This design comes from an exercise in tuning for a short achievable clock period and few clock cycles on the open sky130 flow, not from production work. The RTL was checked by simulation tests, not by an equivalence proof against the original design. No activity file was given, so power comes from the tool's default toggle rates.

**flow/design.v**
```verilog
module ca_cpu (
    input  wire        clk,
    input  wire        rst,
    input  wire        cmd_valid,
    input  wire [1:0]  cmd_op,
    input  wire [5:0]  cmd_addr,
    input  wire [15:0] cmd_data,
    output wire        cmd_ready,
    input  wire [5:0]  dbg_addr,
    output reg  [15:0] dbg_data,
    output wire [15:0] r0,
    output wire [15:0] r1,
    output wire [15:0] r2,
    output wire [15:0] r3,
    output wire [15:0] pc,
    output wire [15:0] ir,
    output wire        halted,
    output wire [1:0]  fault
);
    localparam CMD_CYCLE   = 2'd0;
    localparam CMD_FETCH   = 2'd1;
    localparam CMD_EXECUTE = 2'd2;
    localparam CMD_WRITE   = 2'd3;
    localparam OP_HALT  = 4'd0;
    localparam OP_LVAL  = 4'd1;
    localparam OP_LOAD  = 4'd2;
    localparam OP_STORE = 4'd3;
    localparam OP_ADD   = 4'd4;
    localparam OP_SUB   = 4'd5;
    localparam OP_JMP   = 4'd6;
    localparam OP_MOV   = 4'd7;
    localparam F_NONE    = 2'd0;
    localparam F_INVALID = 2'd1;
    localparam F_FETCH   = 2'd2;
    localparam F_DATA    = 2'd3;
    localparam S_IDLE = 1'b0;
    localparam S_EXEC = 1'b1;
    reg [15:0] mem [0:63];
    reg [15:0] x   [0:3];
    reg [15:0] pc_q;
    reg [15:0] ir_q;
    reg        halted_q;
    reg [1:0]  fault_q;
    reg        state;
    wire running = !halted_q && (fault_q == F_NONE);
    wire accept  = cmd_valid && (state == S_IDLE);
    wire [3:0]  opcode  = ir_q[15:12];
    wire [1:0]  rd      = ir_q[9:8];
    wire [7:0]  operand = ir_q[7:0];
    wire [1:0]  rs      = ir_q[1:0];
    wire        addr_ok = (operand < 8'd64);
    wire [15:0] fetch_word = mem[pc_q[5:0]];
    wire [15:0] load_word  = mem[operand[5:0]];
    wire [15:0] x_rd       = x[rd];
    wire [15:0] x_rs       = x[rs];
    wire do_fetch = accept && running &&
                    (cmd_op == CMD_CYCLE || cmd_op == CMD_FETCH);
    wire do_exec  = (state == S_EXEC) && running;
    always @(posedge clk) begin
        if (rst) begin
            state    <= S_IDLE;
            pc_q     <= 16'd0;
            ir_q     <= 16'd0;
            halted_q <= 1'b0;
            fault_q  <= F_NONE;
            x[0]     <= 16'd0;
            x[1]     <= 16'd0;
            x[2]     <= 16'd0;
            x[3]     <= 16'd0;
        end else begin
            case (state)
                S_IDLE: begin
                    if (accept && (cmd_op == CMD_CYCLE || cmd_op == CMD_EXECUTE))
                        state <= S_EXEC;
                    if (do_fetch) begin
                        if (pc_q >= 16'd64) begin
                            fault_q <= F_FETCH;
                        end else begin
                            ir_q <= fetch_word;
                            pc_q <= pc_q + 16'd1;
                        end
                    end
                end
                S_EXEC: begin
                    state <= S_IDLE;
                    if (do_exec) begin
                        case (opcode)
                            OP_HALT:  halted_q <= 1'b1;
                            OP_LVAL:  x[rd] <= {8'd0, operand};
                            OP_LOAD:  if (addr_ok) x[rd] <= load_word;
                                      else fault_q <= F_DATA;
                            OP_STORE: if (!addr_ok) fault_q <= F_DATA;
                            OP_ADD:   x[rd] <= x_rd + x_rs;
                            OP_SUB:   x[rd] <= x_rd - x_rs;
                            OP_JMP:   pc_q <= {8'd0, operand};
                            OP_MOV:   x[rd] <= x_rs;
                            default:  fault_q <= F_INVALID;
                        endcase
                    end
                end
            endcase
        end
    end
    wire host_we  = !rst && accept && (cmd_op == CMD_WRITE);
    wire store_we = !rst && do_exec && (opcode == OP_STORE) && addr_ok;
    always @(posedge clk) begin
        if (host_we)
            mem[cmd_addr] <= cmd_data;
        else if (store_we)
            mem[operand[5:0]] <= x_rd;
    end
    always @(posedge clk)
        dbg_data <= mem[dbg_addr];
    assign cmd_ready = (state == S_IDLE);
    assign r0        = x[0];
    assign r1        = x[1];
    assign r2        = x[2];
    assign r3        = x[3];
    assign pc        = pc_q;
    assign ir        = ir_q;
    assign halted    = halted_q;
    assign fault     = fault_q;
endmodule
```
**flow/constraint.sdc**
```tcl
create_clock -name core_clock -period 7.0 [get_ports {clk}]
set_input_delay 1.4000 -clock core_clock [delete_from_list [all_inputs] [get_ports {clk}]]
set_output_delay 1.4000 -clock core_clock [all_outputs]
set_load 0.01 [all_outputs]
```
**flow/config.mk**
```make
export PLATFORM = sky130hd
export DESIGN_NAME = ca_cpu
export DESIGN_NICKNAME = ca_cpu
export VERILOG_FILES = /design/flow/design.v
export SDC_FILE = /design/flow/constraint.sdc
export NUM_CORES = 4
export LEC_CHECK = 0
export CAP_MARGIN = 20
export CORE_MARGIN = 2
export CORE_UTILIZATION = 40
export SLEW_MARGIN = 20
```
**flow/run.sh**
```bash
#!/bin/bash
# synth_recipe.tcl (not shown) runs the flow's synth.tcl, then flattens the netlist and writes it again
# the make line also repeats each setting of config.mk as NAME=value (left out here)
make -C /OpenROAD-flow-scripts/flow DESIGN_CONFIG=/design/flow/config.mk WORK_HOME=/design/flow/orfs CLKGATE_MAP_FILE= SYNTH_SCRIPT=/design/flow/synth_recipe.tcl finish
```
==> results by group <==
Drt
  • Antenna Nets Post-Route: 0
  • Initial DRC Count: around 5600
  • DRC Markers: 0
  • Vias: 38200
  • DR WL/cell: slightly below 40 um
  • Vias per inst: 6.92
  • Drt pass-1 iters: 5
  • Final wirelength: 219 mm

Synthesis
  • Post-Syn Area: 62400 um^2
  • Most common cell in the netlist: edfxtp_1
  • Asr flop ratio synth: 0%
  • EDFF count, synth: 1088
  • Post-Synthesis Cells: ~3300
  • Synth top cells by count: edfxtp_1, mux4_2, nor2_1, clkbuf_1, nand2_1
  • Top FF cell, synth: edfxtp_1
  • Largest family of logic cells by synthesized area: multiplexers
  • Top cell type's share of synthesized area: between 50 and 60%
  • Yosys warnings: 1
  • Mean post-synth cell area: 19.1 um^2
  • Syn Nets: 3334
  • Post-Synth Simple-Gate Area: 3.03%
  • Post-synthesis compound-gate area fraction: 2.64%
  • Yosys cell types: 70
  • XOR/XNOR Fraction of Synth Area: 0.211%
  • Ranking of synthesized cells by area: edfxtp_1, mux4_2, dfxtp_1, nor2_1, clkbuf_1
  • Cell taking the most area after synthesis: edfxtp_1
  • Synthesis-stage register bit count: 1140
  • Mux cell area share after synthesis: 37.0%
  • Adder-Cell Fraction of Synth Area: 0.722%
  • Sequential area share after synthesis: 54.1%

Worst hold path
  • WHS Path Cells: 2
  • Path type of the worst min-delay path: flip-flop to flip-flop

Place
  • IO Port Bufs: 148
  • Routability Congestion: 0.941
  • Dpl ws: about 1.5 ns
  • Post-DP HPWL: 148 mm
  • Post-placement cell count: 5280

Global routing
  • Global route total overflow: 0
  • GRT Total Usage: 27.7%
  • First-pass GRT wire length: 303 mm
  • Largest net degree at the start of global routing: 120
  • Initial antenna violation count: 30
  • Vias in the first global route: 36400

Power and ir drop
  • Tot Pwr: roughly 16 mW
  • P_leak: 20.9 nW
  • Pwr Density: 234 nW/um^2
  • Worst IR Drop VDD: 0.000243 V

Timing
  • Endpoints failing setup: 0
  • PnR worst setup slack: 1.92 ns
  • Max Slew Vio Count: 0
  • Hold Vio Cnt, Final: 0
  • Tcrit/Tclk final: 72.5%
  • Clock Skew: ~0.032 ns
  • Setup TNS: 0 ns
  • RSZ-0062 raised after global routing: no
  • Least-Margin Pin Slew: about 1.2 ns
  • Slew margin rel.: between 20% and 30%
  • Maximum clock frequency: a little under 200 MHz
  • Final min period: 5.08 ns

Clocking
  • CTS HTree Levels: 3
  • Clock sink total: 1140
  • Postcts setup bufs: 0
  • TritonCTS Buffers: 121
  • Clock latency on the worst-skew pair: just under 0.8 ns
  • Clock buffer depth: 3
  • CTS resizes: 0
  • CTS Root Cell: clkbuf_16
  • Hold-fix buffers, CTS: 0
  • Worst-path clk slew: 0.06 ns
  • CTS tree: built

Die
  • Row count: between 100 and 150
  • Die extent in x: 399 um
  • Die area: around 160000 um^2
  • Core ar.: between 150000 and 200000 um^2
  • Boundary pin count: 149
  • Initial core utilization: 40.4%
  • Die Y: between 300 and 400 um

Worst setup path
  • Critical Path Source Type: flip-flop
  • Worst path required time: 7.48 ns
  • CP max FO: 38
  • R2r worst-path depth: 10
  • WP data arrival: 5.55 ns
  • Kind of end point of the critical path: flip-flop
  • WS Path Type: flip-flop to flip-flop

Layout
  • Fill count: 13000
  • Final Instance Count excl. Fillers: 5517
  • Share of cells above drive strength 1: between 40% and 50%
  • Area growth from synthesis to layout: 12.8%
  • Nets: 3430

Outcome
  • Outcome: timing/DRC/antenna clean

Flow run
  • # Max-Cap Violations: 0
kinds of logic after synthesis:
group                      after synthesis
xor gates and xnor gates                15
AOI/OAI and AO/OA                      247
DFF                                   1140
adders and majority gates               35
and+or+nand+nor                        426
buffers and inverters                  345
muxes                                 1059
critical path, cell delays in order, from the launching register on:
cell and delay, ns:
dfxtp_4 0.95, mux4_2 0.66, ha_1 0.28, nor2b_1 0.16, o311ai_1 0.46, o21ai_0 0.31, o41ai_1 0.99, o31ai_1 0.19
o21a_1 0.21, o21ai_0 0.47, nor2_1 0.10
placed cells by master (no fill, tap or decap), types with 42 or more instances in the layout:
cell                n
a21oi_1            65
buf_4              96
clkbuf_16         122
clkdlybuf4s50_1   143
edfxtp_1         1088
inv_1              53
mux2i_1            42
mux4_2            992
nand2_1           118
nor2_1            114
nor2_2             64
state kept, by name (all words and copies together) (netlist names):
| name | flops |
|---|---|
| ir_q | 16 |
| x | 64 |
| dbg_data | 16 |
| halted_q | 1 |
| state | 1 |
| mem | 1024 |
| pc_q | 16 |
| fault_q | 2 |
worst paths after layout:
kind,startpoint,to,slack [ns]
setup / recovery,ir_q[0],x[1][13],1.92
hold / removal,ir_q[11],ir_q[11],0.49
setup reg to reg,ir_q[0],x[1][13],1.92
hold reg to reg,ir_q[11],ir_q[11],0.49
metal layers:
metal	part of all wire, %	track usage, %	vias up
met5	0.076	0	-
met4	4.2	10.0	26
met3	12	7.77	380
met2	45	41.6	2702
met1	38	38.6	20500
li1	-	-	14500
stage by stage:
step / instance area (um^2) / utilization (%) / hold slack [ns]
global placement: 66400 / 43.0 / 0.451
finish: 70300 / 45.5 / 0.488
CTS: 70300 / 45.5 / 0.487
floorplan: 62400 / - / 0.481
detailed placement: 66400 / 43.0 / 0.478
global route: 70300 / 45.5 / 0.523
layout make-up:
| class | count | area, um^2 | area share [%] |
|---|---|---|---|
| timing repair buffer | 261 | 2520 | 3.59 |
| sequential | 1140 | 33700 | 48.0 |
| inverter | 57 | 216 | 0.308 |
| tap | 2044 | 2560 | 3.64 |
| antenna | 5 | 12.5 | 0.0178 |
| clock inverter | 78 | 687 | 0.977 |
| multi-input combinational | 1782 | 27400 | 38.9 |
| clock buffer | 150 | 3190 | 4.53 |
where the power goes:
group	leakage (nW)	total, mW	internal, mW	switching (mW)
Clock	1.89	6.40	3.59	2.80
Combinational	8.74	2.45	1.04	1.41
Sequential	10.3	7.60	7.50	0.0924
Total	20.9	16.4	12.1	4.30
Testbench counts, summed over its fixed seeds: cycles 60,902.

afterwards: timing with drivers on the ports:
The flow's constraints put no driver on any port. The routed layout listed below was extracted and timed again, unchanged, in two steps.
Step 1 assumes that a clkbuf_16 drives the clock port and a buf_2 every other input.
Step 2 moves the port delays by t, midway between the first and last clock arrival at a register: inputs arrive t later, outputs are due t later. That takes back most of the time a late clock gives input paths.
a / b / c = ideal ports / drivers / drivers and shift; a / b = the first two.
t, ns: 0.847
setup WS [ns]: 1.923 / 1.923 / 1.266
worst hold slack (ns): 0.488 / 0.488 / 0.488
cell pins on the clock port's net: 1
After both steps this run still meets setup and hold. For this run, drivers alone change the setup slack by 0.000 ns; drivers and shift together by -0.657 ns.
